Source: an optimization exercise on an open RTL-to-GDS flow (aim: small area). Production flows keep margins and buffers that such runs may drop.
Only the layout flow was run in this run; the RTL was not checked for function there.
Power and IR drop assume default switching activity.

### standard.sh
#!/bin/bash
# synth_recipe.tcl (not shown) runs the flow's synth.tcl, then flattens the netlist and writes it again
# the make line also repeats each setting of config.mk as NAME=value (left out here)
make -C /OpenROAD-flow-scripts/flow DESIGN_CONFIG=/design/flow/config.mk WORK_HOME=/design/flow/orfs CLKGATE_MAP_FILE= SYNTH_SCRIPT=/design/flow/synth_recipe.tcl "${@:-finish}"
### design.v
module ycc_to_rgb (
    input  wire        clk,
    input  wire        rst,           
    input  wire        in_valid,
    input  wire        in_mode,       
    input  wire [2:0]  in_cll,        
    input  wire [15:0] in_e0,         
    input  wire [15:0] in_e1,         
    input  wire [15:0] in_e2,         
    output reg         out_valid,
    output wire [31:0] out_pixel      
);
  wire [15:0] y    = in_e0;
  wire [15:0] cb   = in_e1;
  wire [15:0] cr   = in_e2;
  wire [15:0] y_n  = ~in_e0;
  wire [15:0] cb_n = ~in_e1;
  wire [15:0] cr_n = ~in_e2;
  wire [7:0]  yy   = in_e0[7:0];
  wire [15:0] co_w = {8'd0, in_e1[7:0]} << in_cll;
  wire [15:0] cg_w = {8'd0, in_e2[7:0]} << in_cll;
  wire [7:0]  co   = co_w[8:1];
  wire [7:0]  cg   = cg_w[8:1];
  wire [7:0]  co_n = ~co;
  wire [7:0]  cg_n = ~cg;
  wire ri1 = ~cr_n[13];
  wire rs2, rc3;
  ha u_rs2 (cr_n[14], cr_n[12], rs2, rc3);
  wire rs4, rc5;
  fa u_rs4 (cr[15], cr_n[13], cr[11], rs4, rc5);
  wire rs6, rc7;
  fa u_rs6 (y[0], cr_n[14], cr[12], rs6, rc7);
  wire rs8, rc9;
  fa u_rs8 (y[1], cr[15], cr[13], rs8, rc9);
  wire rs10, rc11;
  fa u_rs10 (cr_n[9], cr[6], cr_n[4], rs10, rc11);
  wire rs12, rc13;
  fa u_rs12 (y[2], cr[14], cr_n[10], rs12, rc13);
  wire rs14, rc15;
  fa u_rs14 (cr[7], cr_n[5], cr_n[3], rs14, rc15);
  wire rs16, rc17;
  fa u_rs16 (y[3], cr_n[15], cr_n[11], rs16, rc17);
  wire rs18, rc19;
  ha u_rs18 (cr[8], cr_n[6], rs18, rc19);
  wire rs20, rc21;
  fa u_rs20 (y[4], cr_n[12], cr[9], rs20, rc21);
  wire ri22 = ~cr_n[7];
  wire rs23, rc24;
  fa u_rs23 (y[5], cr_n[13], cr[10], rs23, rc24);
  wire ri25 = ~cr_n[8];
  wire rs26, rc27;
  fa u_rs26 (y[6], cr_n[14], cr[11], rs26, rc27);
  wire ri28 = ~cr_n[9];
  wire rs29, rc30;
  fa u_rs29 (y[7], cr[15], cr[12], rs29, rc30);
  wire ri31 = ~y[8];
  wire ri32 = ~y[9];
  wire ri33 = ~cr_n[8];
  wire rs34, rc35;
  ha u_rs34 (cr_n[9], cr_n[7], rs34, rc35);
  wire rs36, rc37;
  ha u_rs36 (cr_n[10], cr_n[8], rs36, rc37);
  wire rs38, rc39;
  fa u_rs38 (cr_n[11], cr_n[9], cr[7], rs38, rc39);
  wire rs40, rc41;
  fa u_rs40 (cr_n[12], cr_n[10], cr[8], rs40, rc41);
  wire rs42, rc43;
  fa u_rs42 (cr_n[11], cr[9], cr_n[5], rs42, rc43);
  wire rs44, rc45;
  ha u_rs44 (cr[2], cr_n[0], rs44, rc45);
  wire rs46, rc47;
  fa u_rs46 (cr_n[13], cr[10], cr_n[6], rs46, rc47);
  wire rs48, rc49;
  fa u_rs48 (cr[3], cr_n[1], rs2, rs48, rc49);
  wire rs50, rc51;
  fa u_rs50 (cr_n[7], cr[4], cr_n[2], rs50, rc51);
  wire rs52, rc53;
  fa u_rs52 (cr_n[0], rc3, rs4, rs52, rc53);
  wire rs54, rc55;
  fa u_rs54 (cr_n[8], cr[5], cr_n[3], rs54, rc55);
  wire rs56, rc57;
  fa u_rs56 (cr_n[1], rc5, rs6, rs56, rc57);
  wire rs58, rc59;
  fa u_rs58 (cr_n[2], cr[0], rc7, rs58, rc59);
  wire rs60, rc61;
  fa u_rs60 (1'b1, rs8, rs10, rs60, rc61);
  wire rs62, rc63;
  fa u_rs62 (cr[1], rc9, rc11, rs62, rc63);
  wire rs64, rc65;
  fa u_rs64 (1'b1, rs12, rs14, rs64, rc65);
  wire rs66, rc67;
  fa u_rs66 (cr_n[4], cr[2], rs18, rs66, rc67);
  wire rs68, rc69;
  fa u_rs68 (rc13, rc15, rs16, rs68, rc69);
  wire rs70, rc71;
  fa u_rs70 (cr_n[5], cr[3], ri22, rs70, rc71);
  wire rs72, rc73;
  fa u_rs72 (rc19, rc17, rs20, rs72, rc73);
  wire rs74, rc75;
  fa u_rs74 (cr_n[7], cr_n[6], cr[4], rs74, rc75);
  wire rs76, rc77;
  fa u_rs76 (ri25, rc21, rs23, rs76, rc77);
  wire rs78, rc79;
  fa u_rs78 (cr_n[8], cr_n[7], cr[5], rs78, rc79);
  wire rs80, rc81;
  fa u_rs80 (ri28, rc24, rs26, rs80, rc81);
  wire rs82, rc83;
  fa u_rs82 (cr_n[9], cr_n[10], cr_n[8], rs82, rc83);
  wire rs84, rc85;
  fa u_rs84 (cr[6], rc27, rs29, rs84, rc85);
  wire rs86, rc87;
  fa u_rs86 (cr[13], cr_n[11], cr_n[9], rs86, rc87);
  wire rs88, rc89;
  fa u_rs88 (cr[7], ri31, rc30, rs88, rc89);
  wire rs90, rc91;
  fa u_rs90 (y[8], cr[14], cr_n[12], rs90, rc91);
  wire rs92, rc93;
  fa u_rs92 (cr_n[10], cr[8], ri32, rs92, rc93);
  wire rs94, rc95;
  fa u_rs94 (y[9], y[10], cr_n[15], rs94, rc95);
  wire rs96, rc97;
  fa u_rs96 (cr_n[13], cr_n[11], cr[9], rs96, rc97);
  wire rs98, rc99;
  fa u_rs98 (y[11], cr_n[14], cr_n[12], rs98, rc99);
  wire ri100 = ~cr[10];
  wire rs101, rc102;
  fa u_rs101 (y[12], cr[15], cr_n[13], rs101, rc102);
  wire ri103 = ~cr[11];
  wire rs104, rc105;
  fa u_rs104 (y[13], cr_n[14], cr[12], rs104, rc105);
  wire rs106, rc107;
  ha u_rs106 (cr_n[6], cr[4], rs106, rc107);
  wire rs108, rc109;
  fa u_rs108 (cr_n[8], cr[5], cr_n[1], rs108, rc109);
  wire rs110, rc111;
  fa u_rs110 (cr[6], cr_n[2], rc35, rs110, rc111);
  wire rs112, rc113;
  fa u_rs112 (cr_n[3], cr[0], rc37, rs112, rc113);
  wire rs114, rc115;
  fa u_rs114 (cr_n[4], cr[1], rc39, rs114, rc115);
  wire rs116, rc117;
  fa u_rs116 (ri1, rs44, rc41, rs116, rc117);
  wire rs118, rc119;
  fa u_rs118 (rc45, rc43, rs46, rs118, rc119);
  wire rs120, rc121;
  fa u_rs120 (rc47, rs50, rc49, rs120, rc121);
  wire rs122, rc123;
  fa u_rs122 (rc51, rs54, rc53, rs122, rc123);
  wire rs124, rc125;
  fa u_rs124 (rc55, rc57, rs58, rs124, rc125);
  wire rs126, rc127;
  fa u_rs126 (rc59, rc61, rs62, rs126, rc127);
  wire rs128, rc129;
  fa u_rs128 (rs66, rc63, rc65, rs128, rc129);
  wire rs130, rc131;
  fa u_rs130 (rs70, rc67, rc69, rs130, rc131);
  wire rs132, rc133;
  fa u_rs132 (rs74, rc71, rc73, rs132, rc133);
  wire rs134, rc135;
  fa u_rs134 (rc75, rs78, rc77, rs134, rc135);
  wire rs136, rc137;
  fa u_rs136 (rc79, rs82, rc81, rs136, rc137);
  wire rs138, rc139;
  fa u_rs138 (rc83, rs86, rc85, rs138, rc139);
  wire rs140, rc141;
  fa u_rs140 (rc87, rs90, rs92, rs140, rc141);
  wire rs142, rc143;
  fa u_rs142 (rc91, rs94, rs96, rs142, rc143);
  wire rs144, rc145;
  fa u_rs144 (ri100, rc95, rc97, rs144, rc145);
  wire rs146, rc147;
  fa u_rs146 (cr[10], ri103, rc99, rs146, rc147);
  wire rs148, rc149;
  fa u_rs148 (cr[11], rc102, rs104, rs148, rc149);
  wire rs150, rc151;
  fa u_rs150 (y[14], cr[15], cr[13], rs150, rc151);
  wire ri152 = ~cr_n[2];
  wire rs153, rc154;
  ha u_rs153 (cr_n[3], cr_n[1], rs153, rc154);
  wire rs155, rc156;
  fa u_rs155 (cr_n[4], cr_n[2], cr[0], rs155, rc156);
  wire rs157, rc158;
  fa u_rs157 (cr_n[5], cr_n[3], cr[1], rs157, rc158);
  wire rs159, rc160;
  fa u_rs159 (cr_n[6], cr_n[4], cr[2], rs159, rc160);
  wire rs161, rc162;
  fa u_rs161 (cr_n[7], cr_n[5], cr[3], rs161, rc162);
  wire rs163, rc164;
  fa u_rs163 (cr_n[0], ri33, rs106, rs163, rc164);
  wire rs165, rc166;
  fa u_rs165 (rc107, rs34, rs108, rs165, rc166);
  wire rs167, rc168;
  fa u_rs167 (rs36, rc109, rs110, rs167, rc168);
  wire rs169, rc170;
  fa u_rs169 (rs38, rc111, rs112, rs169, rc170);
  wire rs171, rc172;
  fa u_rs171 (rs40, rc113, rs114, rs171, rc172);
  wire rs173, rc174;
  fa u_rs173 (rs42, rc115, rs116, rs173, rc174);
  wire rs175, rc176;
  fa u_rs175 (rs48, rc117, rs118, rs175, rc176);
  wire rs177, rc178;
  fa u_rs177 (rc119, rs52, rs120, rs177, rc178);
  wire rs179, rc180;
  fa u_rs179 (rs56, rc121, rs122, rs179, rc180);
  wire rs181, rc182;
  fa u_rs181 (rs60, rc123, rs124, rs181, rc182);
  wire rs183, rc184;
  fa u_rs183 (rs64, rc125, rs126, rs183, rc184);
  wire rs185, rc186;
  fa u_rs185 (rs68, rc127, rs128, rs185, rc186);
  wire rs187, rc188;
  fa u_rs187 (rs72, rc129, rs130, rs187, rc188);
  wire rs189, rc190;
  fa u_rs189 (rs76, rc131, rs132, rs189, rc190);
  wire rs191, rc192;
  fa u_rs191 (rs80, rc133, rs134, rs191, rc192);
  wire rs193, rc194;
  fa u_rs193 (rs84, rc135, rs136, rs193, rc194);
  wire rs195, rc196;
  fa u_rs195 (rs88, rc137, rs138, rs195, rc196);
  wire rs197, rc198;
  fa u_rs197 (rc89, rs140, rc139, rs197, rc198);
  wire rs199, rc200;
  fa u_rs199 (rc93, rs142, rc141, rs199, rc200);
  wire rs201, rc202;
  fa u_rs201 (rs98, rc143, rs144, rs201, rc202);
  wire rs203, rc204;
  fa u_rs203 (rs101, rc145, rs146, rs203, rc204);
  wire rs205, rc206;
  fa u_rs205 (1'b1, rc147, rs148, rs205, rc206);
  wire rs207, rc208;
  fa u_rs207 (rc105, rs150, rc149, rs207, rc208);
  wire rs209, rc210;
  fa u_rs209 (y_n[15], cr[14], rc151, rs209, rc210);
  wire [21:0] r_cy;
  assign r_cy[0] = 1'b0;
  wire r_G0 = ((cr_n[2] & rs153) | ((cr_n[2] | rs153) & ((ri152 & cr_n[0]) | ((ri152 | cr_n[0]) & ((cr_n[1] & 1'b0) | ((cr_n[1] | 1'b0) & (1'b1 & cr_n[0])))))));
  wire r_P0 = (1'b1 | cr_n[0]) & (cr_n[1] | 1'b0) & (ri152 | cr_n[0]) & (cr_n[2] | rs153);
  assign r_cy[4] = r_G0 | (r_P0 & r_cy[0]);
  wire r_G4 = ((rc160 & rs161) | ((rc160 | rs161) & ((rc158 & rs159) | ((rc158 | rs159) & ((rc156 & rs157) | ((rc156 | rs157) & (rc154 & rs155)))))));
  wire r_P4 = (rc154 | rs155) & (rc156 | rs157) & (rc158 | rs159) & (rc160 | rs161);
  assign r_cy[8] = r_G4 | (r_P4 & r_cy[4]);
  wire r_G8 = ((rc168 & rs169) | ((rc168 | rs169) & ((rc166 & rs167) | ((rc166 | rs167) & ((rc164 & rs165) | ((rc164 | rs165) & (rc162 & rs163)))))));
  wire r_P8 = (rc162 | rs163) & (rc164 | rs165) & (rc166 | rs167) & (rc168 | rs169);
  assign r_cy[12] = r_G8 | (r_P8 & r_cy[8]);
  wire r_G12 = ((rc176 & rs177) | ((rc176 | rs177) & ((rc174 & rs175) | ((rc174 | rs175) & ((rc172 & rs173) | ((rc172 | rs173) & (rc170 & rs171)))))));
  wire r_P12 = (rc170 | rs171) & (rc172 | rs173) & (rc174 | rs175) & (rc176 | rs177);
  assign r_cy[16] = r_G12 | (r_P12 & r_cy[12]);
  wire r_G16 = ((rc184 & rs185) | ((rc184 | rs185) & ((rc182 & rs183) | ((rc182 | rs183) & ((rc180 & rs181) | ((rc180 | rs181) & (rc178 & rs179)))))));
  wire r_P16 = (rc178 | rs179) & (rc180 | rs181) & (rc182 | rs183) & (rc184 | rs185);
  assign r_cy[20] = r_G16 | (r_P16 & r_cy[16]);
  wire r_G20 = (rc186 & rs187);
  wire r_P20 = (rc186 | rs187);
  assign r_cy[21] = r_G20 | (r_P20 & r_cy[20]);
  wire r1s211, r1c212;
  fa u_r1s211 (yy[0], co[0], cg_n[0], r1s211, r1c212);
  wire r1s213, r1c214;
  fa u_r1s213 (yy[1], co[1], cg_n[1], r1s213, r1c214);
  wire r1s215, r1c216;
  fa u_r1s215 (yy[2], co[2], cg_n[2], r1s215, r1c216);
  wire r1s217, r1c218;
  fa u_r1s217 (yy[3], co[3], cg_n[3], r1s217, r1c218);
  wire r1s219, r1c220;
  fa u_r1s219 (yy[4], co[4], cg_n[4], r1s219, r1c220);
  wire r1s221, r1c222;
  fa u_r1s221 (yy[5], co[5], cg_n[5], r1s221, r1c222);
  wire r1s223, r1c224;
  fa u_r1s223 (yy[6], co[6], cg_n[6], r1s223, r1c224);
  wire r1s225, r1c226;
  fa u_r1s225 (yy[7], co[7], cg_n[7], r1s225, r1c226);
  wire rs227, rc228;
  fa u_rs227 (rc188, rs189, r_cy[21], rs227, rc228);
  wire rs229, rc230;
  fa u_rs229 (rc190, rs191, rc228, rs229, rc230);
  wire rs231, rc232;
  fa u_rs231 (rc192, rs193, rc230, rs231, rc232);
  wire rs233, rc234;
  fa u_rs233 (rc194, rs195, rc232, rs233, rc234);
  wire r_zk0 = ((rc194 & rs195) | ((rc194 | rs195) & ((rc192 & rs193) | ((rc192 | rs193) & ((rc190 & rs191) | ((rc190 | rs191) & (rc188 & rs189))))))) | ((rc188 | rs189) & (rc190 | rs191) & (rc192 | rs193) & (rc194 | rs195) & r_cy[21]);
  wire rs235, rc236;
  fa u_rs235 (rc196, rs197, r_zk0, rs235, rc236);
  wire rs237, rc238;
  fa u_rs237 (rc198, rs199, rc236, rs237, rc238);
  wire rs239, rc240;
  fa u_rs239 (rc200, rs201, rc238, rs239, rc240);
  wire rs241, rc242;
  fa u_rs241 (rc202, rs203, rc240, rs241, rc242);
  wire r_zk4 = ((rc202 & rs203) | ((rc202 | rs203) & ((rc200 & rs201) | ((rc200 | rs201) & ((rc198 & rs199) | ((rc198 | rs199) & (rc196 & rs197))))))) | ((rc196 | rs197) & (rc198 | rs199) & (rc200 | rs201) & (rc202 | rs203) & r_zk0);
  wire [7:0] r_m0 = {rs241, rs239, rs237, rs235, rs233, rs231, rs229, rs227};
  wire r1i243 = ~r1s211;
  wire r1s244, r1c245;
  fa u_r1s244 (r1s213, r1c212, r1s211, r1s244, r1c245);
  wire r1s246, r1c247;
  fa u_r1s246 (r1s215, r1c214, r1c245, r1s246, r1c247);
  wire r1s248, r1c249;
  fa u_r1s248 (r1s217, r1c216, r1c247, r1s248, r1c249);
  wire r1s250, r1c251;
  fa u_r1s250 (r1s219, r1c218, r1c249, r1s250, r1c251);
  wire r1s252, r1c253;
  fa u_r1s252 (r1s221, r1c220, r1c251, r1s252, r1c253);
  wire r1s254, r1c255;
  fa u_r1s254 (r1s223, r1c222, r1c253, r1s254, r1c255);
  wire r1s256, r1c257;
  fa u_r1s256 (r1s225, r1c224, r1c255, r1s256, r1c257);
  wire [7:0] r_m1 = {r1s256, r1s254, r1s252, r1s250, r1s248, r1s246, r1s244, r1i243};
  wire [7:0] r_m = in_mode ? r_m1 : r_m0;
  wire rs258, rc259;
  ha u_rs258 (rc204, rs205, rs258, rc259);
  wire rs260, rc261;
  fa u_rs260 (rc206, rs207, rc259, rs260, rc261);
  wire rs262, rc263;
  fa u_rs262 (rc208, rs209, rc261, rs262, rc263);
  wire rs264, rc265;
  fa u_rs264 (rc210, cr_n[15], rc263, rs264, rc265);
  wire ri266 = ~rc265;
  wire [4:0] r_t = {ri266, rs264, rs262, rs260, rs258};
  wire r_in0 = r_zk4 ? (&r_t) : ~(|r_t);
  wire [2:0] r_k = {r1c226, cg[7], co[7]};
  wire r_q0 = (r_k == 3'b000) | (r_k == 3'b101) | (r_k == 3'b011);
  wire r_q1 = (r_k == 3'b100) | (r_k == 3'b010) | (r_k == 3'b111);
  wire r_qn = (r_k == 3'b001);
  wire r_in1 = r1c257 ? r_q0 : r_q1;
  wire r_ng1 = r1c257 ? r_qn : (r_qn | r_q0);
  wire r_in = in_mode ? r_in1 : r_in0;
  wire r_hi = in_mode ? ~r_ng1 : ~r_t[4];
  wire [7:0] r_o = r_in ? r_m : {8{r_hi}};
  wire gi267 = ~cb[14];
  wire gs268, gc269;
  fa u_gs268 (y[0], cb_n[15], cb[5], gs268, gc269);
  wire gs270, gc271;
  fa u_gs270 (cb[3], cb_n[1], cr[15], gs270, gc271);
  wire gs272, gc273;
  fa u_gs272 (y[1], cb[6], cb[4], gs272, gc273);
  wire gi274 = ~cb_n[2];
  wire gs275, gc276;
  fa u_gs275 (y[2], cb[7], cb[5], gs275, gc276);
  wire gi277 = ~cb_n[3];
  wire gs278, gc279;
  fa u_gs278 (y[3], cb[8], cb[6], gs278, gc279);
  wire gi280 = ~cb_n[4];
  wire gs281, gc282;
  fa u_gs281 (y[4], cb[9], cb[7], gs281, gc282);
  wire gi283 = ~y[5];
  wire gi284 = ~y[6];
  wire gs285, gc286;
  ha u_gs285 (cb[12], cb[2], gs285, gc286);
  wire gs287, gc288;
  fa u_gs287 (cb[13], cb[3], cb[1], gs287, gc288);
  wire gs289, gc290;
  ha u_gs289 (cr_n[13], cr[9], gs289, gc290);
  wire gs291, gc292;
  fa u_gs291 (cb[4], cb[2], cb_n[0], gs291, gc292);
  wire gs293, gc294;
  fa u_gs293 (cr_n[14], cr[10], cr[7], gs293, gc294);
  wire gs295, gc296;
  ha u_gs295 (cr[4], cr[1], gs295, gc296);
  wire gs297, gc298;
  fa u_gs297 (cb[14], cr[11], cr[8], gs297, gc298);
  wire gs299, gc300;
  fa u_gs299 (cr[5], cr[2], cr_n[0], gs299, gc300);
  wire gs301, gc302;
  fa u_gs301 (1'b1, gs268, gs270, gs301, gc302);
  wire gs303, gc304;
  fa u_gs303 (cr[12], cr[9], cr[6], gs303, gc304);
  wire gs305, gc306;
  fa u_gs305 (cr[3], cr_n[1], gi274, gs305, gc306);
  wire gs307, gc308;
  fa u_gs307 (gc269, gc271, gs272, gs307, gc308);
  wire gs309, gc310;
  fa u_gs309 (cb_n[2], cr[13], cr[10], gs309, gc310);
  wire gs311, gc312;
  fa u_gs311 (cr[7], cr[4], cr_n[2], gs311, gc312);
  wire gs313, gc314;
  fa u_gs313 (gi277, gc273, gs275, gs313, gc314);
  wire gs315, gc316;
  fa u_gs315 (cb_n[3], cr[14], cr[11], gs315, gc316);
  wire gs317, gc318;
  fa u_gs317 (cr[8], cr[5], cr_n[3], gs317, gc318);
  wire gs319, gc320;
  fa u_gs319 (gi280, gc276, gs278, gs319, gc320);
  wire gs321, gc322;
  fa u_gs321 (cb_n[4], cb_n[5], cr_n[15], gs321, gc322);
  wire gs323, gc324;
  fa u_gs323 (cr[12], cr[9], cr[6], gs323, gc324);
  wire gs325, gc326;
  fa u_gs325 (cr_n[4], gc279, gs281, gs325, gc326);
  wire gs327, gc328;
  fa u_gs327 (cb[10], cb[8], cb_n[6], gs327, gc328);
  wire gs329, gc330;
  fa u_gs329 (cr[13], cr[10], cr[7], gs329, gc330);
  wire gs331, gc332;
  fa u_gs331 (cr_n[5], gi283, gc282, gs331, gc332);
  wire gs333, gc334;
  fa u_gs333 (y[5], cb[11], cb[9], gs333, gc334);
  wire gs335, gc336;
  fa u_gs335 (cb_n[7], cr[14], cr[11], gs335, gc336);
  wire gs337, gc338;
  fa u_gs337 (cr[8], cr_n[6], gi284, gs337, gc338);
  wire gs339, gc340;
  fa u_gs339 (y[6], y[7], cb[12], gs339, gc340);
  wire gs341, gc342;
  fa u_gs341 (cb[10], cb_n[8], cr_n[15], gs341, gc342);
  wire gs343, gc344;
  fa u_gs343 (cr[12], cr[9], cr_n[7], gs343, gc344);
  wire gs345, gc346;
  fa u_gs345 (y[8], cb[13], cb[11], gs345, gc346);
  wire gs347, gc348;
  fa u_gs347 (cb_n[9], cr[13], cr[10], gs347, gc348);
  wire gi349 = ~cr_n[8];
  wire gs350, gc351;
  fa u_gs350 (y[9], cb[14], cb[12], gs350, gc351);
  wire gs352, gc353;
  fa u_gs352 (cb_n[10], cr[14], cr[11], gs352, gc353);
  wire gi354 = ~cr_n[9];
  wire gs355, gc356;
  fa u_gs355 (y[10], cb_n[15], cb[13], gs355, gc356);
  wire gs357, gc358;
  fa u_gs357 (cb_n[11], cr_n[15], cr[12], gs357, gc358);
  wire gi359 = ~cr_n[10];
  wire gs360, gc361;
  fa u_gs360 (y[11], cb[14], cb_n[12], gs360, gc361);
  wire gi362 = ~y[12];
  wire gs363, gc364;
  fa u_gs363 (cb[10], cb[0], cr_n[10], gs363, gc364);
  wire gs365, gc366;
  fa u_gs365 (cb[11], cb[1], cr_n[11], gs365, gc366);
  wire gs367, gc368;
  ha u_gs367 (cr[7], cr[4], gs367, gc368);
  wire gs369, gc370;
  fa u_gs369 (cb[0], cr_n[12], cr[8], gs369, gc370);
  wire gs371, gc372;
  fa u_gs371 (cr[5], cr[2], gs285, gs371, gc372);
  wire gs373, gc374;
  fa u_gs373 (cr[6], cr[3], cr[0], gs373, gc374);
  wire gs375, gc376;
  fa u_gs375 (gc286, gs289, gs287, gs375, gc376);
  wire gs377, gc378;
  fa u_gs377 (gi267, gc290, gs295, gs377, gc378);
  wire gs379, gc380;
  fa u_gs379 (gc288, gs291, gs293, gs379, gc380);
  wire gs381, gc382;
  fa u_gs381 (gc296, gc292, gc294, gs381, gc382);
  wire gs383, gc384;
  fa u_gs383 (gs297, gs299, gs301, gs383, gc384);
  wire gs385, gc386;
  fa u_gs385 (gc298, gc300, gs303, gs385, gc386);
  wire gs387, gc388;
  fa u_gs387 (gs305, gc302, gs307, gs387, gc388);
  wire gs389, gc390;
  fa u_gs389 (gc304, gs309, gs311, gs389, gc390);
  wire gs391, gc392;
  fa u_gs391 (gc306, gc308, gs313, gs391, gc392);
  wire gs393, gc394;
  fa u_gs393 (gc310, gc312, gs315, gs393, gc394);
  wire gs395, gc396;
  fa u_gs395 (gs317, gc314, gs319, gs395, gc396);
  wire gs397, gc398;
  fa u_gs397 (gc316, gc318, gs321, gs397, gc398);
  wire gs399, gc400;
  fa u_gs399 (gs323, gc320, gs325, gs399, gc400);
  wire gs401, gc402;
  fa u_gs401 (gc322, gc324, gs327, gs401, gc402);
  wire gs403, gc404;
  fa u_gs403 (gs329, gc326, gs331, gs403, gc404);
  wire gs405, gc406;
  fa u_gs405 (gc328, gc330, gs333, gs405, gc406);
  wire gs407, gc408;
  fa u_gs407 (gs335, gs337, gc332, gs407, gc408);
  wire gs409, gc410;
  fa u_gs409 (gc334, gc336, gs339, gs409, gc410);
  wire gs411, gc412;
  fa u_gs411 (gs341, gs343, gc338, gs411, gc412);
  wire gs413, gc414;
  fa u_gs413 (gi349, gc340, gc342, gs413, gc414);
  wire gs415, gc416;
  fa u_gs415 (gc344, gs345, gs347, gs415, gc416);
  wire gs417, gc418;
  fa u_gs417 (cr_n[8], gi354, gc346, gs417, gc418);
  wire gs419, gc420;
  fa u_gs419 (gc348, gs350, gs352, gs419, gc420);
  wire gs421, gc422;
  fa u_gs421 (cr_n[9], gi359, gc351, gs421, gc422);
  wire gs423, gc424;
  fa u_gs423 (gc353, gs355, gs357, gs423, gc424);
  wire gs425, gc426;
  fa u_gs425 (cr_n[10], cr[13], cr_n[11], gs425, gc426);
  wire gs427, gc428;
  fa u_gs427 (gc356, gc358, gs360, gs427, gc428);
  wire gs429, gc430;
  fa u_gs429 (cb_n[15], cb_n[13], cr[14], gs429, gc430);
  wire gs431, gc432;
  fa u_gs431 (cr_n[12], gi362, gc361, gs431, gc432);
  wire gs433, gc434;
  fa u_gs433 (y[12], y[13], cb_n[14], gs433, gc434);
  wire gs435, gc436;
  ha u_gs435 (cr_n[15], cr_n[13], gs435, gc436);
  wire gs437, gc438;
  ha u_gs437 (y[14], cb[15], gs437, gc438);
  wire gs439, gc440;
  ha u_gs439 (cb[7], cr_n[7], gs439, gc440);
  wire gs441, gc442;
  fa u_gs441 (cb[8], cr_n[8], cr[4], gs441, gc442);
  wire gs443, gc444;
  fa u_gs443 (cb[9], cr_n[9], cr[5], gs443, gc444);
  wire gs445, gc446;
  fa u_gs445 (cr[6], cr[3], cr[0], gs445, gc446);
  wire gs447, gc448;
  fa u_gs447 (cr[1], gs367, gc364, gs447, gc448);
  wire gs449, gc450;
  fa u_gs449 (gc368, gc366, gs369, gs449, gc450);
  wire gs451, gc452;
  fa u_gs451 (gc370, gs373, gc372, gs451, gc452);
  wire gs453, gc454;
  fa u_gs453 (gc374, gs377, gc376, gs453, gc454);
  wire gs455, gc456;
  fa u_gs455 (gc378, gc380, gs381, gs455, gc456);
  wire gs457, gc458;
  fa u_gs457 (gc382, gs385, gc384, gs457, gc458);
  wire gs459, gc460;
  fa u_gs459 (gc386, gs389, gc388, gs459, gc460);
  wire gs461, gc462;
  fa u_gs461 (gc390, gs393, gc392, gs461, gc462);
  wire gs463, gc464;
  fa u_gs463 (gc394, gs397, gc396, gs463, gc464);
  wire gs465, gc466;
  fa u_gs465 (gc398, gs401, gc400, gs465, gc466);
  wire gs467, gc468;
  fa u_gs467 (gc402, gs405, gs407, gs467, gc468);
  wire gs469, gc470;
  fa u_gs469 (gc406, gs409, gs411, gs469, gc470);
  wire gs471, gc472;
  fa u_gs471 (gc410, gs413, gc412, gs471, gc472);
  wire gs473, gc474;
  fa u_gs473 (gc414, gc416, gs417, gs473, gc474);
  wire gs475, gc476;
  fa u_gs475 (gc418, gc420, gs421, gs475, gc476);
  wire gs477, gc478;
  fa u_gs477 (gs425, gc422, gc424, gs477, gc478);
  wire gs479, gc480;
  fa u_gs479 (gc426, gs429, gc428, gs479, gc480);
  wire gs481, gc482;
  fa u_gs481 (gs435, gc430, gs433, gs481, gc482);
  wire gs483, gc484;
  fa u_gs483 (cr_n[14], gc436, gs437, gs483, gc484);
  wire gs485, gc486;
  fa u_gs485 (y_n[15], cr[15], gc438, gs485, gc486);
  wire gi487 = ~cb[0];
  wire gs488, gc489;
  ha u_gs488 (cb[1], cr_n[1], gs488, gc489);
  wire gs490, gc491;
  ha u_gs490 (cb[2], cr_n[2], gs490, gc491);
  wire gs492, gc493;
  ha u_gs492 (cb[3], cr_n[3], gs492, gc493);
  wire gs494, gc495;
  fa u_gs494 (cb[4], cr_n[4], cr[0], gs494, gc495);
  wire gs496, gc497;
  fa u_gs496 (cb[5], cr_n[5], cr[1], gs496, gc497);
  wire gs498, gc499;
  fa u_gs498 (cb[6], cr_n[6], cr[2], gs498, gc499);
  wire gs500, gc501;
  fa u_gs500 (cr[3], cr[0], gs439, gs500, gc501);
  wire gs502, gc503;
  fa u_gs502 (cr[1], gc440, gs441, gs502, gc503);
  wire gs504, gc505;
  fa u_gs504 (cr[2], gc442, gs443, gs504, gc505);
  wire gs506, gc507;
  fa u_gs506 (gc444, gs445, gs363, gs506, gc507);
  wire gs508, gc509;
  fa u_gs508 (gc446, gs365, gs447, gs508, gc509);
  wire gs510, gc511;
  fa u_gs510 (gs371, gc448, gs449, gs510, gc511);
  wire gs512, gc513;
  fa u_gs512 (gc450, gs375, gs451, gs512, gc513);
  wire gs514, gc515;
  fa u_gs514 (gs379, gc452, gs453, gs514, gc515);
  wire gs516, gc517;
  fa u_gs516 (gc454, gs455, gs383, gs516, gc517);
  wire gs518, gc519;
  fa u_gs518 (gc456, gs387, gs457, gs518, gc519);
  wire gs520, gc521;
  fa u_gs520 (gs391, gc458, gs459, gs520, gc521);
  wire gs522, gc523;
  fa u_gs522 (gs395, gc460, gs461, gs522, gc523);
  wire gs524, gc525;
  fa u_gs524 (gs399, gc462, gs463, gs524, gc525);
  wire gs526, gc527;
  fa u_gs526 (gs403, gc464, gs465, gs526, gc527);
  wire gs528, gc529;
  fa u_gs528 (gc404, gs467, gc466, gs528, gc529);
  wire gs530, gc531;
  fa u_gs530 (gc408, gs469, gc468, gs530, gc531);
  wire gs532, gc533;
  fa u_gs532 (gs415, gc470, gs471, gs532, gc533);
  wire gs534, gc535;
  fa u_gs534 (gs419, gc472, gs473, gs534, gc535);
  wire gs536, gc537;
  fa u_gs536 (gs423, gc474, gs475, gs536, gc537);
  wire gs538, gc539;
  fa u_gs538 (gs427, gc476, gs477, gs538, gc539);
  wire gs540, gc541;
  fa u_gs540 (gs431, gc478, gs479, gs540, gc541);
  wire gs542, gc543;
  fa u_gs542 (gc432, gs481, gc480, gs542, gc543);
  wire gs544, gc545;
  fa u_gs544 (gc434, gs483, gc482, gs544, gc545);
  wire gs546, gc547;
  fa u_gs546 (1'b1, gs485, gc484, gs546, gc547);
  wire [21:0] g_cy;
  assign g_cy[0] = 1'b0;
  wire g_G0 = ((gc489 & gs490) | ((gc489 | gs490) & ((cb[0] & gs488) | ((cb[0] | gs488) & ((gi487 & cr_n[0]) | ((gi487 | cr_n[0]) & (1'b0 & 1'b0)))))));
  wire g_P0 = (1'b0 | 1'b0) & (gi487 | cr_n[0]) & (cb[0] | gs488) & (gc489 | gs490);
  assign g_cy[4] = g_G0 | (g_P0 & g_cy[0]);
  wire g_G4 = ((gc497 & gs498) | ((gc497 | gs498) & ((gc495 & gs496) | ((gc495 | gs496) & ((gc493 & gs494) | ((gc493 | gs494) & (gc491 & gs492)))))));
  wire g_P4 = (gc491 | gs492) & (gc493 | gs494) & (gc495 | gs496) & (gc497 | gs498);
  assign g_cy[8] = g_G4 | (g_P4 & g_cy[4]);
  wire g_G8 = ((gc505 & gs506) | ((gc505 | gs506) & ((gc503 & gs504) | ((gc503 | gs504) & ((gc501 & gs502) | ((gc501 | gs502) & (gc499 & gs500)))))));
  wire g_P8 = (gc499 | gs500) & (gc501 | gs502) & (gc503 | gs504) & (gc505 | gs506);
  assign g_cy[12] = g_G8 | (g_P8 & g_cy[8]);
  wire g_G12 = ((gc513 & gs514) | ((gc513 | gs514) & ((gc511 & gs512) | ((gc511 | gs512) & ((gc509 & gs510) | ((gc509 | gs510) & (gc507 & gs508)))))));
  wire g_P12 = (gc507 | gs508) & (gc509 | gs510) & (gc511 | gs512) & (gc513 | gs514);
  assign g_cy[16] = g_G12 | (g_P12 & g_cy[12]);
  wire g_G16 = ((gc521 & gs522) | ((gc521 | gs522) & ((gc519 & gs520) | ((gc519 | gs520) & ((gc517 & gs518) | ((gc517 | gs518) & (gc515 & gs516)))))));
  wire g_P16 = (gc515 | gs516) & (gc517 | gs518) & (gc519 | gs520) & (gc521 | gs522);
  assign g_cy[20] = g_G16 | (g_P16 & g_cy[16]);
  wire g_G20 = (gc523 & gs524);
  wire g_P20 = (gc523 | gs524);
  assign g_cy[21] = g_G20 | (g_P20 & g_cy[20]);
  wire gs548, gc549;
  fa u_gs548 (gc525, gs526, g_cy[21], gs548, gc549);
  wire gs550, gc551;
  fa u_gs550 (gc527, gs528, gc549, gs550, gc551);
  wire gs552, gc553;
  fa u_gs552 (gc529, gs530, gc551, gs552, gc553);
  wire gs554, gc555;
  fa u_gs554 (gc531, gs532, gc553, gs554, gc555);
  wire g_zk0 = ((gc531 & gs532) | ((gc531 | gs532) & ((gc529 & gs530) | ((gc529 | gs530) & ((gc527 & gs528) | ((gc527 | gs528) & (gc525 & gs526))))))) | ((gc525 | gs526) & (gc527 | gs528) & (gc529 | gs530) & (gc531 | gs532) & g_cy[21]);
  wire gs556, gc557;
  fa u_gs556 (gc533, gs534, g_zk0, gs556, gc557);
  wire gs558, gc559;
  fa u_gs558 (gc535, gs536, gc557, gs558, gc559);
  wire gs560, gc561;
  fa u_gs560 (gc537, gs538, gc559, gs560, gc561);
  wire gs562, gc563;
  fa u_gs562 (gc539, gs540, gc561, gs562, gc563);
  wire g_zk4 = ((gc539 & gs540) | ((gc539 | gs540) & ((gc537 & gs538) | ((gc537 | gs538) & ((gc535 & gs536) | ((gc535 | gs536) & (gc533 & gs534))))))) | ((gc533 | gs534) & (gc535 | gs536) & (gc537 | gs538) & (gc539 | gs540) & g_zk0);
  wire [7:0] g_m0 = {gs562, gs560, gs558, gs556, gs554, gs552, gs550, gs548};
  wire g1s564, g1c565;
  ha u_g1s564 (yy[0], cg[0], g1s564, g1c565);
  wire g1s566, g1c567;
  fa u_g1s566 (yy[1], cg[1], g1c565, g1s566, g1c567);
  wire g1s568, g1c569;
  fa u_g1s568 (yy[2], cg[2], g1c567, g1s568, g1c569);
  wire g1s570, g1c571;
  fa u_g1s570 (yy[3], cg[3], g1c569, g1s570, g1c571);
  wire g1s572, g1c573;
  fa u_g1s572 (yy[4], cg[4], g1c571, g1s572, g1c573);
  wire g1s574, g1c575;
  fa u_g1s574 (yy[5], cg[5], g1c573, g1s574, g1c575);
  wire g1s576, g1c577;
  fa u_g1s576 (yy[6], cg[6], g1c575, g1s576, g1c577);
  wire g1s578, g1c579;
  fa u_g1s578 (yy[7], cg[7], g1c577, g1s578, g1c579);
  wire [7:0] g_m1 = {g1s578, g1s576, g1s574, g1s572, g1s570, g1s568, g1s566, g1s564};
  wire [7:0] g_m = in_mode ? g_m1 : g_m0;
  wire gs580, gc581;
  ha u_gs580 (gc541, gs542, gs580, gc581);
  wire gs582, gc583;
  fa u_gs582 (gc543, gs544, gc581, gs582, gc583);
  wire gs584, gc585;
  fa u_gs584 (gc545, gs546, gc583, gs584, gc585);
  wire gs586, gc587;
  fa u_gs586 (gc547, gc486, gc585, gs586, gc587);
  wire gi588 = ~gc587;
  wire [4:0] g_t = {gi588, gs586, gs584, gs582, gs580};
  wire g_in0 = g_zk4 ? (&g_t) : ~(|g_t);
  wire g_in1 = g1c579 == cg[7];
  wire g_ng1 = ~g1c579 & cg[7];
  wire g_in = in_mode ? g_in1 : g_in0;
  wire g_hi = in_mode ? ~g_ng1 : ~g_t[4];
  wire [7:0] g_o = g_in ? g_m : {8{g_hi}};
  wire bs589, bc590;
  ha u_bs589 (y[1], cb_n[14], bs589, bc590);
  wire bs591, bc592;
  fa u_bs591 (y[2], cb[15], cb[13], bs591, bc592);
  wire bi593 = ~cb[10];
  wire bs594, bc595;
  fa u_bs594 (y[3], cb[14], cb[11], bs594, bc595);
  wire bi596 = ~cb[9];
  wire bs597, bc598;
  fa u_bs597 (y[4], cb_n[15], cb[12], bs597, bc598);
  wire bi599 = ~y[5];
  wire bi600 = ~y[6];
  wire bs601, bc602;
  fa u_bs601 (cb_n[11], cb[9], cb[6], bs601, bc602);
  wire bs603, bc604;
  fa u_bs603 (cb_n[12], cb[10], cb[7], bs603, bc604);
  wire bs605, bc606;
  fa u_bs605 (y[0], cb_n[13], cb[11], bs605, bc606);
  wire bs607, bc608;
  ha u_bs607 (cb[8], cb[6], bs607, bc608);
  wire bs609, bc610;
  fa u_bs609 (cb[12], cb[9], cb[7], bs609, bc610);
  wire bs611, bc612;
  fa u_bs611 (cb_n[3], cb[0], bs589, bs611, bc612);
  wire bs613, bc614;
  fa u_bs613 (cb[8], cb_n[4], cb[1], bs613, bc614);
  wire bs615, bc616;
  fa u_bs615 (bi593, bc590, bs591, bs615, bc616);
  wire bs617, bc618;
  fa u_bs617 (cb[10], cb_n[5], cb[2], bs617, bc618);
  wire bs619, bc620;
  fa u_bs619 (bi596, bc592, bs594, bs619, bc620);
  wire bs621, bc622;
  fa u_bs621 (cb[9], cb[10], cb_n[6], bs621, bc622);
  wire bs623, bc624;
  fa u_bs623 (cb[3], bc595, bs597, bs623, bc624);
  wire bs625, bc626;
  fa u_bs625 (cb[13], cb[11], cb_n[7], bs625, bc626);
  wire bs627, bc628;
  fa u_bs627 (cb[4], bi599, bc598, bs627, bc628);
  wire bs629, bc630;
  fa u_bs629 (y[5], cb[14], cb[12], bs629, bc630);
  wire bs631, bc632;
  fa u_bs631 (cb_n[8], cb[5], bi600, bs631, bc632);
  wire bs633, bc634;
  fa u_bs633 (y[6], y[7], cb_n[15], bs633, bc634);
  wire bs635, bc636;
  fa u_bs635 (cb[13], cb_n[9], cb[6], bs635, bc636);
  wire bs637, bc638;
  fa u_bs637 (y[8], cb[14], cb_n[10], bs637, bc638);
  wire bi639 = ~cb[7];
  wire bs640, bc641;
  fa u_bs640 (y[9], cb_n[15], cb_n[11], bs640, bc641);
  wire bi642 = ~y[10];
  wire bi643 = ~y[11];
  wire bs644, bc645;
  ha u_bs644 (cb_n[7], cb[5], bs644, bc645);
  wire bs646, bc647;
  fa u_bs646 (cb_n[8], cb[6], cb[3], bs646, bc647);
  wire bs648, bc649;
  fa u_bs648 (cb_n[9], cb[7], cb[4], bs648, bc649);
  wire bs650, bc651;
  fa u_bs650 (cb_n[10], cb[8], cb[5], bs650, bc651);
  wire bs652, bc653;
  fa u_bs652 (cb[4], cb_n[0], bs601, bs652, bc653);
  wire bs654, bc655;
  fa u_bs654 (cb[5], cb_n[1], bc602, bs654, bc655);
  wire bs656, bc657;
  fa u_bs656 (cb_n[2], bs607, bc604, bs656, bc657);
  wire bs658, bc659;
  fa u_bs658 (bc608, bc606, bs609, bs658, bc659);
  wire bs660, bc661;
  fa u_bs660 (bc610, bs613, bc612, bs660, bc661);
  wire bs662, bc663;
  fa u_bs662 (bc614, bs617, bc616, bs662, bc663);
  wire bs664, bc665;
  fa u_bs664 (bc618, bs621, bc620, bs664, bc665);
  wire bs666, bc667;
  fa u_bs666 (bc622, bs625, bc624, bs666, bc667);
  wire bs668, bc669;
  fa u_bs668 (bc626, bs629, bs631, bs668, bc669);
  wire bs670, bc671;
  fa u_bs670 (bc630, bs633, bs635, bs670, bc671);
  wire bs672, bc673;
  fa u_bs672 (bi639, bc634, bc636, bs672, bc673);
  wire bs674, bc675;
  fa u_bs674 (cb[7], cb[8], bc638, bs674, bc675);
  wire bs676, bc677;
  fa u_bs676 (cb_n[12], cb[9], bi642, bs676, bc677);
  wire bs678, bc679;
  fa u_bs678 (y[10], cb_n[13], cb[10], bs678, bc679);
  wire bs680, bc681;
  fa u_bs680 (y[11], y[12], cb_n[14], bs680, bc681);
  wire bs682, bc683;
  fa u_bs682 (y[13], cb[15], cb[12], bs682, bc683);
  wire bi684 = ~y[14];
  wire bs685, bc686;
  ha u_bs685 (cb_n[5], cb[3], bs685, bc686);
  wire bs687, bc688;
  fa u_bs687 (cb_n[6], cb[4], cb[1], bs687, bc688);
  wire bs689, bc690;
  fa u_bs689 (cb[2], cb[0], bs644, bs689, bc690);
  wire bs691, bc692;
  fa u_bs691 (cb[1], bc645, bs646, bs691, bc692);
  wire bs693, bc694;
  fa u_bs693 (cb[2], bc647, bs648, bs693, bc694);
  wire bs695, bc696;
  fa u_bs695 (cb[3], bc649, bs650, bs695, bc696);
  wire bs697, bc698;
  fa u_bs697 (1'b1, bc651, bs652, bs697, bc698);
  wire bs699, bc700;
  fa u_bs699 (bs603, bc653, bs654, bs699, bc700);
  wire bs701, bc702;
  fa u_bs701 (bs605, bc655, bs656, bs701, bc702);
  wire bs703, bc704;
  fa u_bs703 (bs611, bc657, bs658, bs703, bc704);
  wire bs705, bc706;
  fa u_bs705 (bc659, bs615, bs660, bs705, bc706);
  wire bs707, bc708;
  fa u_bs707 (bs619, bc661, bs662, bs707, bc708);
  wire bs709, bc710;
  fa u_bs709 (bs623, bc663, bs664, bs709, bc710);
  wire bs711, bc712;
  fa u_bs711 (bs627, bc665, bs666, bs711, bc712);
  wire bs713, bc714;
  fa u_bs713 (bc628, bs668, bc667, bs713, bc714);
  wire bs715, bc716;
  fa u_bs715 (bc632, bs670, bc669, bs715, bc716);
  wire bs717, bc718;
  fa u_bs717 (bs637, bc671, bs672, bs717, bc718);
  wire bs719, bc720;
  fa u_bs719 (bs640, bc673, bs674, bs719, bc720);
  wire bs721, bc722;
  fa u_bs721 (bc641, bs676, bc675, bs721, bc722);
  wire bs723, bc724;
  fa u_bs723 (bi643, bs678, bc677, bs723, bc724);
  wire bs725, bc726;
  fa u_bs725 (cb[11], bc679, bs680, bs725, bc726);
  wire bs727, bc728;
  fa u_bs727 (1'b1, bc681, bs682, bs727, bc728);
  wire bs729, bc730;
  fa u_bs729 (cb[13], bi684, bc683, bs729, bc730);
  wire bs731, bc732;
  fa u_bs731 (y[14], y_n[15], cb[14], bs731, bc732);
  wire [21:0] b_cy;
  assign b_cy[0] = 1'b0;
  wire b_G0 = ((1'b1 & cb_n[0]) | ((1'b1 | cb_n[0]) & ((1'b0 & 1'b0) | ((1'b0 | 1'b0) & ((1'b0 & 1'b0) | ((1'b0 | 1'b0) & (1'b0 & 1'b0)))))));
  wire b_P0 = (1'b0 | 1'b0) & (1'b0 | 1'b0) & (1'b0 | 1'b0) & (1'b1 | cb_n[0]);
  assign b_cy[4] = b_G0 | (b_P0 & b_cy[0]);
  wire b_G4 = ((cb_n[4] & cb[2]) | ((cb_n[4] | cb[2]) & ((cb_n[3] & cb[1]) | ((cb_n[3] | cb[1]) & ((cb_n[2] & cb[0]) | ((cb_n[2] | cb[0]) & (cb_n[1] & 1'b0)))))));
  wire b_P4 = (cb_n[1] | 1'b0) & (cb_n[2] | cb[0]) & (cb_n[3] | cb[1]) & (cb_n[4] | cb[2]);
  assign b_cy[8] = b_G4 | (b_P4 & b_cy[4]);
  wire b_G8 = ((bc690 & bs691) | ((bc690 | bs691) & ((bc688 & bs689) | ((bc688 | bs689) & ((bc686 & bs687) | ((bc686 | bs687) & (bs685 & cb[0])))))));
  wire b_P8 = (bs685 | cb[0]) & (bc686 | bs687) & (bc688 | bs689) & (bc690 | bs691);
  assign b_cy[12] = b_G8 | (b_P8 & b_cy[8]);
  wire b_G12 = ((bc698 & bs699) | ((bc698 | bs699) & ((bc696 & bs697) | ((bc696 | bs697) & ((bc694 & bs695) | ((bc694 | bs695) & (bc692 & bs693)))))));
  wire b_P12 = (bc692 | bs693) & (bc694 | bs695) & (bc696 | bs697) & (bc698 | bs699);
  assign b_cy[16] = b_G12 | (b_P12 & b_cy[12]);
  wire b_G16 = ((bc706 & bs707) | ((bc706 | bs707) & ((bc704 & bs705) | ((bc704 | bs705) & ((bc702 & bs703) | ((bc702 | bs703) & (bc700 & bs701)))))));
  wire b_P16 = (bc700 | bs701) & (bc702 | bs703) & (bc704 | bs705) & (bc706 | bs707);
  assign b_cy[20] = b_G16 | (b_P16 & b_cy[16]);
  wire b_G20 = (bc708 & bs709);
  wire b_P20 = (bc708 | bs709);
  assign b_cy[21] = b_G20 | (b_P20 & b_cy[20]);
  wire b1s733, b1c734;
  fa u_b1s733 (yy[0], co_n[0], cg_n[0], b1s733, b1c734);
  wire b1s735, b1c736;
  fa u_b1s735 (yy[1], co_n[1], cg_n[1], b1s735, b1c736);
  wire b1s737, b1c738;
  fa u_b1s737 (yy[2], co_n[2], cg_n[2], b1s737, b1c738);
  wire b1s739, b1c740;
  fa u_b1s739 (yy[3], co_n[3], cg_n[3], b1s739, b1c740);
  wire b1s741, b1c742;
  fa u_b1s741 (yy[4], co_n[4], cg_n[4], b1s741, b1c742);
  wire b1s743, b1c744;
  fa u_b1s743 (yy[5], co_n[5], cg_n[5], b1s743, b1c744);
  wire b1s745, b1c746;
  fa u_b1s745 (yy[6], co_n[6], cg_n[6], b1s745, b1c746);
  wire b1s747, b1c748;
  fa u_b1s747 (yy[7], co_n[7], cg_n[7], b1s747, b1c748);
  wire bs749, bc750;
  fa u_bs749 (bc710, bs711, b_cy[21], bs749, bc750);
  wire bs751, bc752;
  fa u_bs751 (bc712, bs713, bc750, bs751, bc752);
  wire bs753, bc754;
  fa u_bs753 (bc714, bs715, bc752, bs753, bc754);
  wire bs755, bc756;
  fa u_bs755 (bc716, bs717, bc754, bs755, bc756);
  wire b_zk0 = ((bc716 & bs717) | ((bc716 | bs717) & ((bc714 & bs715) | ((bc714 | bs715) & ((bc712 & bs713) | ((bc712 | bs713) & (bc710 & bs711))))))) | ((bc710 | bs711) & (bc712 | bs713) & (bc714 | bs715) & (bc716 | bs717) & b_cy[21]);
  wire bs757, bc758;
  fa u_bs757 (bc718, bs719, b_zk0, bs757, bc758);
  wire bs759, bc760;
  fa u_bs759 (bc720, bs721, bc758, bs759, bc760);
  wire bs761, bc762;
  fa u_bs761 (bc722, bs723, bc760, bs761, bc762);
  wire bs763, bc764;
  fa u_bs763 (bc724, bs725, bc762, bs763, bc764);
  wire b_zk4 = ((bc724 & bs725) | ((bc724 | bs725) & ((bc722 & bs723) | ((bc722 | bs723) & ((bc720 & bs721) | ((bc720 | bs721) & (bc718 & bs719))))))) | ((bc718 | bs719) & (bc720 | bs721) & (bc722 | bs723) & (bc724 | bs725) & b_zk0);
  wire [7:0] b_m0 = {bs763, bs761, bs759, bs757, bs755, bs753, bs751, bs749};
  wire b1s765, b1c766;
  fa u_b1s765 (b1s735, b1c734, 1'b1, b1s765, b1c766);
  wire b1s767, b1c768;
  fa u_b1s767 (b1s737, b1c736, b1c766, b1s767, b1c768);
  wire b1s769, b1c770;
  fa u_b1s769 (b1s739, b1c738, b1c768, b1s769, b1c770);
  wire b1s771, b1c772;
  fa u_b1s771 (b1s741, b1c740, b1c770, b1s771, b1c772);
  wire b1s773, b1c774;
  fa u_b1s773 (b1s743, b1c742, b1c772, b1s773, b1c774);
  wire b1s775, b1c776;
  fa u_b1s775 (b1s745, b1c744, b1c774, b1s775, b1c776);
  wire b1s777, b1c778;
  fa u_b1s777 (b1s747, b1c746, b1c776, b1s777, b1c778);
  wire [7:0] b_m1 = {b1s777, b1s775, b1s773, b1s771, b1s769, b1s767, b1s765, b1s733};
  wire [7:0] b_m = in_mode ? b_m1 : b_m0;
  wire bs779, bc780;
  ha u_bs779 (bc726, bs727, bs779, bc780);
  wire bs781, bc782;
  fa u_bs781 (bc728, bs729, bc780, bs781, bc782);
  wire bs783, bc784;
  fa u_bs783 (bc730, bs731, bc782, bs783, bc784);
  wire bs785, bc786;
  fa u_bs785 (bc732, cb_n[15], bc784, bs785, bc786);
  wire bi787 = ~bc786;
  wire [4:0] b_t = {bi787, bs785, bs783, bs781, bs779};
  wire b_in0 = b_zk4 ? (&b_t) : ~(|b_t);
  wire [2:0] b_k = {b1c748, cg[7], co[7]};
  wire b_q0 = (b_k == 3'b000);
  wire b_q1 = (b_k == 3'b100) | (b_k == 3'b010) | (b_k == 3'b001);
  wire b_q2 = (b_k == 3'b110) | (b_k == 3'b101) | (b_k == 3'b011);
  wire b_in1 = b1c778 ? b_q1 : b_q2;
  wire b_ng1 = b1c778 ? b_q0 : (b_q0 | b_q1);
  wire b_in = in_mode ? b_in1 : b_in0;
  wire b_hi = in_mode ? ~b_ng1 : ~b_t[4];
  wire [7:0] b_o = b_in ? b_m : {8{b_hi}};
  reg [23:0] pix;
  always @(posedge clk) begin
    if (rst) out_valid <= 1'b0;
    else     out_valid <= in_valid;
    pix <= {b_o, g_o, r_o};
  end
  assign out_pixel = {8'hff, pix};
endmodule
module fa (input wire a, input wire b, input wire c, output wire s, output wire co);
  assign s  = a ^ b ^ c;
  assign co = (a & b) | (a & c) | (b & c);
endmodule
module xr (input wire a, input wire b, output wire s);
  assign s = a ^ b;
endmodule
module maj (input wire a, input wire b, input wire c, output wire co);
  assign co = (a & b) | (a & c) | (b & c);
endmodule
module ha (input wire a, input wire b, output wire s, output wire co);
  assign s  = a ^ b;
  assign co = a & b;
endmodule
### config.mk
export PLATFORM = sky130hd
export DESIGN_NAME = ycc_to_rgb
export DESIGN_NICKNAME = ycc_to_rgb
export VERILOG_FILES = /design/flow/design.v
export SDC_FILE = /design/flow/constraint.sdc
export NUM_CORES = 4
export LEC_CHECK = 0
export CAP_MARGIN = 20
export CORE_MARGIN = 2
export CORE_UTILIZATION = 65
export PLACE_DENSITY = 0.75
export SLEW_MARGIN = 20
export SYNTH_HIERARCHICAL = 1
export SYNTH_MINIMUM_KEEP_SIZE = 0
### flow/abc_map.script
strash
dch
amap
topo
stime -c
### constraint.sdc
create_clock -name core_clock -period 10.0 [get_ports {clk}]
set_input_delay 2.0000 -clock core_clock [delete_from_list [all_inputs] [get_ports {clk}]]
set_output_delay 2.0000 -clock core_clock [all_outputs]
set_load 0.01 [all_outputs]
### flow/run.sh
#!/bin/bash
# The standard layout with two changes:
#  - the synthesis is the standard flow's (synth_recipe.tcl), except that its final ABC
#    mapping uses flow/abc_map.script (area-oriented mapping) instead of ORFS's
#    speed script;
#  - the port buffers are sky130_fd_sc_hd__buf_2 cells.
set -euo pipefail
here=$(pwd)
{
  echo "# synth_recipe.tcl, with the final ABC mapping done by $here/flow/abc_map.script"
  echo "proc abc {args} {"
  echo "  set i [lsearch -exact \$args -script]"
  echo "  if {\$i >= 0} { lset args [expr {\$i + 1}] $here/flow/abc_map.script }"
  echo "  yosys abc {*}\$args"
  echo "}"
  cat "$here/synth_recipe.tcl"
} > "$here/synth_area.tcl"
bash standard.sh SYNTH_SCRIPT="$here/synth_area.tcl" \
  BUFFER_PORTS_ARGS="-buffer_cell sky130_fd_sc_hd__buf_2" finish > standard_flow.log 2>&1
==> results.txt <==
-- critical path: stages --
cell	delay [ns]
buf_2	0.34
clkinv_1	0.63
fa_1	0.65
fa_1	0.41
fa_1	0.58
fa_1	0.45
o22ai_1	0.24
nor2_1	0.08
a221oi_1	0.20
o21ai_0	0.13
o21ai_0	0.14
a211oi_1	0.13
o22ai_1	0.25
clkinv_1	0.14
fa_1	0.39
fa_1	0.39
fa_1	0.40
fa_1	0.44
o22ai_1	0.12
o21ai_0	0.10
-- Yosys stat by module, one instance, submodules excluded --
| module | times used | cells inside | area, um^2 |
|---|---|---|---|
| fa | 352 | 1 | 20.0 |
| ha | 25 | 1 | 12.5 |
| ycc_to_rgb | 1 | 415 | 2570 |
-- area by class of cell --
class	count	area, um^2
inverter	77	289
multi-input combinational	697	9140
timing repair buffer	80	403
clock buffer	3	75.1
fill	1084	4440
sequential	25	500
clock inverter	1	8.76
tap	188	235
-- synth_stat cells, types with 2 or more instances --
cell type	count
nand2_1	23
nor2_1	60
nor4_1	7
o21ai_0	49
o211ai_1	2
o32ai_1	8
a221oi_1	7
a21oi_1	19
clkinv_1	77
ha_1	26
o221ai_1	3
fa_1	352
nor3_1	6
nand4_1	3
and2_0	7
o32a_1	2
a22oi_1	14
a211oi_1	2
buf_4	8
o22a_1	4
a32oi_1	3
nand3_1	4
o22ai_1	60
dfxtp_1	25
or2_0	4
nor2b_1	4
o21a_1	2
-- worst max-delay path by stage --
stage,from,to,slack (ns),cells past startpoint
after floorplan,in_e1[15],pix[15]$_DFF_P_,2.56,20
after global placement,in_e2[14],pix[13]$_DFF_P_,1.66,19
after detailed placement,in_e1[15],pix[13]$_DFF_P_,1.61,20
after CTS,in_e1[15],pix[13]$_DFF_P_,1.86,20
after global routing,in_e1[15],pix[13]$_DFF_P_,1.56,20
final,in_e2[14],pix[7]$_DFF_P_,1.94,20
-- per-layer routing --
metal  part of all wire (%)  vias to the layer above  global-route usage, %
met3                    9.1                       88                   6.91
met1                     36                     3838                   49.7
li1                       -                     2865                      -
met2                     50                      430                   64.4
met4                    4.8                        0                   13.8
met5                      0                        -                      0
-- registers in the layout (all words and copies together) (netlist names) --
name	flops
out_valid	1
pix	24
-- cell families (layout without fill, tap and decap cells) --
family	count (synthesis)	after routing	synth area share, %
DFF	25	25	5.04
other	1	16	0.0378
and+or+nand+nor	120	120	5.34
adders and majority gates	378	378	74.3
AOI/OAI and AO/OA	183	183	11.8
buffers and inverters	85	161	3.52
-- per-stage QoR --
stage	util [%]	worst slack (ns)	hold slack [ns]	total power, mW
after floorplan	-	2.56	2.07	1.58
after global placement	70.0	1.66	2.16	2.07
after detailed placement	70.0	1.61	2.16	2.15
after CTS	70.6	1.86	1.88	2.26
after global routing	70.6	1.56	1.90	2.54
final	70.6	1.94	1.88	2.28
-- power groups by stage --
stage	clock, mW	sequential (mW)	combinational (mW)
final	0.0981	0.178	2.00
after floorplan	0	0.196	1.39
after CTS	0.0977	0.177	1.99
after global placement	0	0.175	1.90
after detailed placement	0	0.176	1.97
after global routing	0.102	0.180	2.26
==> results.toml <==
[power]
max-vdd-ir-drop_mv = 0.144
leakagePower_nw = 4.03
pwr-share-clk_pct = 4.3
p_sw_share_pct = 52.0
powerDensity_mw_per_mm2 = 214
switchingPower_mw = 1.18
power_report.internal_total_mw = 1.09
p_comb_share_pct = 87.9
seqPwrFrac_pct = 7.8

[cells_and_area]
stdcell_count = 1071
final_nets = 1317
diodes = 0
final_area_mm2 = 0.0107
drive_above_1_share_pct = 9.63
area_growth_pct = 7.31
final_common_cell = "fa_1"
layout.cells.most_common_list = "fa_1 (352), buf_2 (79), clkinv_1 (77)"

[critical_path]
worstPathMaxFanout = 8
cp.arrival_ns = 8.19
worstSetupStartpointType = "input pin"
end_kind = "flip-flop"
required_ns = 10.13
worstSetupPathType = "input pin to flip-flop"

[detailed_routing]
vias = 7221
ant_nets = 0
avgRoutedWirePerCell_um = 26.4
drt_pass1_iterations = 6
viasPerCell = 6.74
post-route-drc-count = 0
totalWireLength_mm = 28.3
drt-initial-drc-count = 618

[yosys]
synth_edf_count = 0
syn_area_mm2 = 0.00993
syn_inst = 792
yosysTopAreaCell = "fa_1"
yosys-top-cells-area = "fa_1 (71%), dfxtp_1 (5.0%), o22ai_1 (3.8%)"
yosysTopAreaCellShare_pct = 71.0
ys.warnings.count = 7
async_flop_share_pct = 0
synth-main-ff-cell = "dfxtp_1"
synth_cell_types = 38
post_synth.cell_area_avg_um2 = 12.5
seq_area_frac_synth_pct = 5.04
ys_ff_latch = 25

[cts]
tritoncts = "done"
cts_made_buffers = 3
cts_hold_buffers = 0
cts_buffer_depth = 2
cts_resized = 0
clkTransAtPathRegs_ns = 0.07
cts-root-buf = "clkbuf_16"
h-tree-depth = 1
cts_setup_buffers = 0
cts.sinks = 25

[floorplanning]
fp-row-count = 45
die_area_mm2 = 0.0163
initial_core_util_pct = 65.8
pin_count = 88
core_mm2 = 0.0151
fp.dieW_um = 128
die_h_um = 128

[placed_design]
hpwlAfterDp_mm = 23.4
placed_cell_area_mm2 = 0.0106
gp_congestion = 1.00
dp_cells = 1067
io_buffers = 79

[run]
cap_violations = 0

[timing]
tightestPinTransition_ns = 0.920
finalHoldViolations = 0
min_period_over_period_pct = 80.6
rsz0062_at_grt = "no"
setup_viol = 0
final_max_slew_viol_count = 0
slew_headroom_pct = 38.3
setup-tns-final_ns = 0
finalCriticalPeriod_ns = 8.06
fmax_mhz = 124

[global_route]
grt_max_degree = 32
antenna_found_initial = 0
grt_use_total_pct = 37.9
grt_pass1_wl_mm = 44.6
grt-ovfl-total = 0
grt_pass1_vias = 8082

[worst_hold_path]
hold_depth = 2
worstHoldEndpoint = "out_valid$_SDFF_PP0_"
hp-class = "input pin to flip-flop"
hp-start = "rst"

[outcome]
status = "complete, no violations"

[re-timing with driven ports]
The flow's constraints put no driver on any port. The routed layout listed below was extracted and timed again, unchanged, in two steps.
Step 1 sets driving cells, clkbuf_16 on the clock port and buf_2 on the other inputs (assumed; they add their load-dependent delay and slew).
Step 2 moves the port delays by t, midway between the first and last clock arrival at a register: inputs arrive t later, outputs are due t later. That takes back most of the time a late clock gives input paths.
Three values: no drivers, after step 1, after step 2; two values: the first two.
shift t [ns]: 0.299
setup WS [ns]: 1.938 / 1.948 / 1.649
latest minus earliest clock arrival (ns): 0.011 / 0.012
worst register clock-pin slew, ns: 0.08 / 0.08
After both steps setup and hold are still met in this run. The setup slack of this run moves by +0.010 ns with the drivers and by -0.289 ns with both steps.
